Background: an optimization exercise with open tools, aiming at small area, a short achievable clock period and few clock cycles per item. Do not read the settings as production practice. Only simulation tests tie the RTL to the original design; equivalence was not proved. Power figures rest on the tool's default switching activity, not on a simulated workload.

maple:
Design pite_xform, start of the top module:
module pite_xform (
    input  wire        clk,
    input  wire        rst_n,         
    input  wire [2:0]  cfg_op,        
    input  wire        cfg_perch,
    input  wire        cfg_chen,
    input  wire [1:0]  cfg_chsel,
    input  wire [31:0] cfg_opnd0,
    input  wire [31:0] cfg_opnd1,
    input  wire [31:0] cfg_opnd2,
    input  wire [7:0]  cfg_outmin,
    input  wire [7:0]  cfg_outmax,
    input  wire [7:0]  cfg_rmin,
    input  wire [7:0]  cfg_rmax,
    input  wire        in_valid,
    output wire        in_ready,
    input  wire [7:0]  in_data,
    input  wire [2:0]  in_tag,
    output wire        out_valid,
    input  wire        out_ready,
    output wire [7:0]  out_data
);
    parameter [8:0] CUT = 9'b0_0101_0100;
    parameter       ATYPE = 1;
    localparam integer NCUT = CUT[1]+CUT[2]+CUT[3]+CUT[4]+CUT[5]+CUT[6]+CUT[7]+CUT[8];
    localparam integer CAP = NCUT + 4;
    localparam OP_SADD   = 3'd1;
    localparam OP_SSUB   = 3'd2;
    localparam OP_SMUL   = 3'd3;
    localparam OP_SDIV   = 3'd4;
    localparam OP_CSTR   = 3'd6;
    localparam OP_BPLANE = 3'd7;
    wire acc   = in_valid & in_ready;
    reg  op_smul, op_sdiv, op_cstr, op_bp, op_ssub, op_short;
    always @(posedge clk) begin
  ...
Size: about 3600 cells after synthesis, roughly 400 flip-flops, roughly 28000 µm² of cells after synthesis.
clock: 12.5 ns
lec_check: 0
abc_area: 1
cap_margin: 20
core_margin: 2
core_utilization: 40
slew_margin: 20
standard.sh (not shown) runs the stock make flow with config.mk's settings and CLKGATE_MAP_FILE= SYNTH_SCRIPT=/design/flow/synth_recipe.tcl, a recipe that flattens the netlist after the stock synthesis.
==> flow/flow/run.sh <==
#!/bin/bash
# Layout flow: the standard flow (standard.sh, ORFS make targets) with
# two changes to how the layout is made:
#  - timing repair aims at a setup slack of SETUP_MARGIN ns rather than 0,
#    so the resizer also speeds up paths that already meet the clock;
#  - the port buffers that every input and output gets are buf_1 cells.
# The clock period and constraints are the standard flow's. ORFS keeps each step's full
# tool output in orfs/logs/; make's own output goes to standard.log here.
set -e
SETUP_MARGIN=8
bash standard.sh SETUP_SLACK_MARGIN=$SETUP_MARGIN \
    "BUFFER_PORTS_ARGS=-buffer_cell sky130_fd_sc_hd__buf_1" finish > standard.log 2>&1
maple: PASS, flow complete, no timing, DRC or antenna violations
Testbench counts of maple, summed over its fixed seeds: cycles 15,596, items 14,056.
Input-level comparison between amber and maple:
--- a/flow/design.v
+++ b/flow/design.v
@@ -184,18 +184,20 @@
             end else begin : hi
                 assign hz = d_s ? &b_s[24:25-j] : ~|b_s[24:25-j];
             end
             wire [W-1:0] x = b_s[W-1:0];
             wire [W-1:0] sum;
             wire         co;
             if (j == 8) begin : cmp
-                assign co  = {1'b0, a_s[25:9]} >= {1'b0, ~b_s[16:0]};
+                wire [17:0] c8 = {1'b0, a_s[25:9]} + {1'b0, b_s[16:0]} + 18'd1;
+                assign co  = c8[17];
                 assign sum = a_s[25:9];
             end else if (j == 0) begin : cmp0
-                assign co  = {1'b0, a_s[25:1]} >= {1'b0, ~b_s[24:0]};
+                wire [25:0] c0 = {1'b0, a_s[25:1]} + {1'b0, b_s[24:0]} + 26'd1;
+                assign co  = c0[25];
                 assign sum = a_s[25:1];
             end else begin : addsub
                 pite_add #(.W(W), .TYPE(ATYPE)) add (.a(a_s[25:j+1]), .b(x), .ci(d_s), .s(sum), .co(co));
             end
             wire         qb  = co & hz;                        
             wire         mb;
             if (j < 8 && j > 0) begin : mbit
## What came out
The ratio of final minimum period to clock period reported for amber is greater than that of maple by 0.47 points.
Max post-synth design cell area across amber and maple: maple
Diff amber and maple: global router's overall resource usage higher in maple
The run showing the greater total detailed-routing wirelength is maple.
Compare amber and maple | number of post-CTS setup repair buffers lower: amber
Global-route wire length before repair was lower in amber than in maple.
Share of total power in combinational logic ended up 0.8 points higher on amber than on maple.
Re total power: maple was higher than amber.
amber vs. maple: final-layout clock buffer total went up 3; clock network fraction of design power went down 0.8 points; post-route cell area fell by 1.6%; maximum clock frequency saw a decrease.
Looking at compound-gate portion of the synthesized area, amber sits 0.43 points above maple.
Testbench counts of amber, summed over its fixed seeds: cycles 15,596, items 14,056.

---

Setup of job 2527:
pite_xform, a different RTL version from the one above (not shown whole).
Size: ~400 flip-flops.
Settings: LEC_CHECK=0, ABC_AREA=1, CAP_MARGIN=20, CORE_MARGIN=2, CORE_UTILIZATION=40, SLEW_MARGIN=20; clock period 12.5 ns.
Scripts as last shown in full above: flow/flow/run.sh
Testbench counts of job 2527, summed over its fixed seeds: cycles 15,596, items 14,056.
For job 5456, these inputs were changed with respect to job 2527:
-- flow/design.v --
<<< job 2527, line 82
            sh_res = (n_hi8 | as9[8]) ? 8'd255 : as9[7:0];
    end
    wire [8:0]  sd_hi = {1'b0, n[24:17]} + {1'b0, v};
    reg  [25:0] a_i;      
    reg  [7:0]  m_i;      
>>> job 5456, line 82
            sh_res = (n_hi8 | as9[8]) ? 8'd255 : as9[7:0];
    end
    wire        i_sel   = !cfg_chen || (ik == cfg_chsel);
    wire        i_hi24  = |in_n[31:24];
    wire        i_hi25  = |in_n[31:25];
    wire        i_zero  = ~|in_n;
    wire [8:0]  sd_hi = {1'b0, in_n[24:17]} + {1'b0, in_data};
    wire [25:0] sm_t  = {1'b0, in_n[24:0]} + 26'd256;    
    reg  [25:0] a_i;      
    reg  [7:0]  m_i;      
<<< job 2527, line 88
    reg         f_i;      
    always @(*) begin
        a_i = {1'b0, v, 17'd0};
        m_i = 8'd0;
        d_i = 1'b0;
        f_i = 1'b0;
        if (sel) begin
            if (op_smul) begin
                a_i = 26'h001_0000;
                m_i = v;
                f_i = n_hi24 & (|v);
            end else if (n_zero) begin
                f_i = 1'b1;
            end else if (n_hi25) begin
                a_i = 26'd0;
            end else begin
                a_i = {sd_hi, n[16:0]};
                d_i = 1'b1;
            end
>>> job 5456, line 93
    reg         f_i;      
    always @(*) begin
        a_i = {in_data, 18'd0};
        m_i = 8'd0;
        d_i = 1'b0;
        f_i = 1'b0;
        if (i_sel) begin
            if (op_smul) begin
                a_i = in_data[7] ? {sm_t[16:0], 9'd0} : 26'h002_0000;
                m_i = {in_data[6:0], 1'b0};
                f_i = (i_hi24 & (|in_data)) | (in_data[7] & (|sm_t[25:17]));
            end else if (i_zero) begin
                f_i = 1'b1;
            end else if (i_hi25) begin
                a_i = 26'd0;
            end else begin
                a_i = {sd_hi, in_n[16:0]};
                d_i = 1'b1;
            end
<<< job 2527, line 154
    always @(posedge clk) begin
        if (cstr) begin
            a_r[9] <= degen_r ? {1'b0, outmin_r, 17'd0} : {cs_n, 9'd0};
            b_r[9] <= ~{8'd0, den_r, 9'd0};
            m_r[9] <= 8'd0;
>>> job 5456, line 159
    always @(posedge clk) begin
        if (cstr) begin
            a_r[9] <= degen_r ? {outmin_r, 18'd0} : {cs_n, 9'd0};
            b_r[9] <= ~{8'd0, den_r, 9'd0};
            m_r[9] <= 8'd0;
<<< job 2527, line 161
        end else begin
            a_r[9] <= a_i;
            b_r[9] <= op_sdiv ? ~n[24:0] : n[24:0];
            m_r[9] <= m_i;
            d_r[9] <= d_i;
>>> job 5456, line 166
        end else begin
            a_r[9] <= a_i;
            b_r[9] <= op_sdiv ? ~in_n[24:0] : in_n[24:0];
            m_r[9] <= m_i;
            d_r[9] <= d_i;
<<< job 2527, line 167
        end
        s_r[9]   <= cs_s;
        val_r[9] <= rst_n & val0 & !short;
    end
    genvar j, t;
>>> job 5456, line 172
        end
        s_r[9]   <= cs_s;
        val_r[9] <= rst_n & (cstr ? val0 : (acc & !short));
    end
    genvar j, t;
<<< job 2527, line 188
            wire         co;
            if (j == 8) begin : cmp
                assign co  = {1'b0, a_s[25:9]} >= {1'b0, ~b_s[16:0]};
                assign sum = a_s[25:9];
            end else begin : addsub
                pite_add #(.W(W), .TYPE(ATYPE)) add (.a(a_s[25:j+1]), .b(x), .ci(d_s), .s(sum), .co(co));
>>> job 5456, line 193
            wire         co;
            if (j == 8) begin : cmp
                wire [17:0] c8 = {1'b0, a_s[25:9]} + {1'b0, b_s[16:0]} + 18'd1;
                assign co  = c8[17];
                assign sum = a_s[25:9];
            end else if (j == 0) begin : cmp0
                wire [25:0] c0 = {1'b0, a_s[25:1]} + {1'b0, b_s[24:0]} + 26'd1;
                assign co  = c0[25];
                assign sum = a_s[25:1];
            end else begin : addsub
                pite_add #(.W(W), .TYPE(ATYPE)) add (.a(a_s[25:j+1]), .b(x), .ci(d_s), .s(sum), .co(co));
<<< job 2527, line 195
            wire         qb  = co & hz;                        
            wire         mb;
            if (j < 8) begin : mbit
                assign mb = m_s[j];
            end else begin : nombit
                assign mb = 1'b0;
            end
            wire         ov  = co | sum[W-1] | ~hz;            
            wire         upd = (j == 8) ? 1'b0 : (d_s ? qb : mb);
            wire [25:0]  a_n;
            assign a_n[25:j+1] = upd ? sum : a_s[25:j+1];
>>> job 5456, line 205
            wire         qb  = co & hz;                        
            wire         mb;
            if (j < 8 && j > 0) begin : mbit
                assign mb = m_s[j];
            end else begin : nombit
                assign mb = 1'b0;
            end
            wire         ov  = co | ~hz;                       
            wire         upd = (j == 8 || j == 0) ? 1'b0 : (d_s ? qb : mb);
            wire [25:0]  a_n;
            assign a_n[25:j+1] = upd ? sum : a_s[25:j+1];
<<< job 2527, line 245
            res = sh_res;
        else if (!d_e)
            res = f_e ? 8'd255 : a_e[24:17];
        else if (!cstr)
            res = f_e ? 8'd255 : q_e;
>>> job 5456, line 255
            res = sh_res;
        else if (!d_e)
            res = f_e ? 8'd255 : a_e[25:18];
        else if (!cstr)
            res = f_e ? 8'd255 : q_e;
Notes after the runs:
Job 5456 vs job 2527 — placer congestion estimate climbed slightly
met2 routed wirelength sits higher in job 5456 than in job 2527.
Layout buffering overhead excluding clock cells: lower on job 2527
What job 5456 reported for register bit count reported by yosys has to be multiplied by 1.06 to get the figure for job 2527.
[compare] base=job 2527 new=job 5456: hold-fix buffer count after cts level, share of the final layout cell area in sequential cells moved down, depth of the critical timing path with buffers and inverters included moved up.
Job 5456 against job 2527: worst hold slack fell by 0.010 ns, area growth from synthesis to layout shows an increase of 3.2 points, post-synthesis adder-cell area fraction now larger, final critical delay including setup and external delays stayed essentially flat, global-route total usage across every layer closely matched the old numbers.
Testbench counts of job 5456, summed over its fixed seeds: cycles 15,500, items 14,056.

## afterwards: timing with drivers on the ports
The flow's constraints put no driver on any port. The routed layouts listed below were extracted and timed again, unchanged, in two steps. Step 1: set_driving_cell puts a clkbuf_16 on clk and a buf_2 on each other input, an assumption about the parent block. Step 2 moves the port delays by t, midway between the first and last clock arrival at a register: inputs arrive t later, outputs are due t later. That takes back most of the time a late clock gives input paths. a / b / c = no drivers / after step 1 / after step 2; a / b = the first two.
run | shift t [ns] | setup WS [ns] | worst slew at a driven data input, ns
maple | 0.644 | 8.092 / 8.092 / 7.618 | 0.09
amber | 0.661 | 8.033 / 8.033 / 7.531 | 0.12
job 2527 | 0.647 | 7.892 / 7.892 / 7.487 | 0.05
job 5456 | 0.645 | 7.894 / 7.894 / 7.472 | 0.06
After both steps setup and hold are still met in every run listed. The setup slack of amber, which loses most, moves by 0.000 ns with the drivers and by -0.502 ns with both steps.
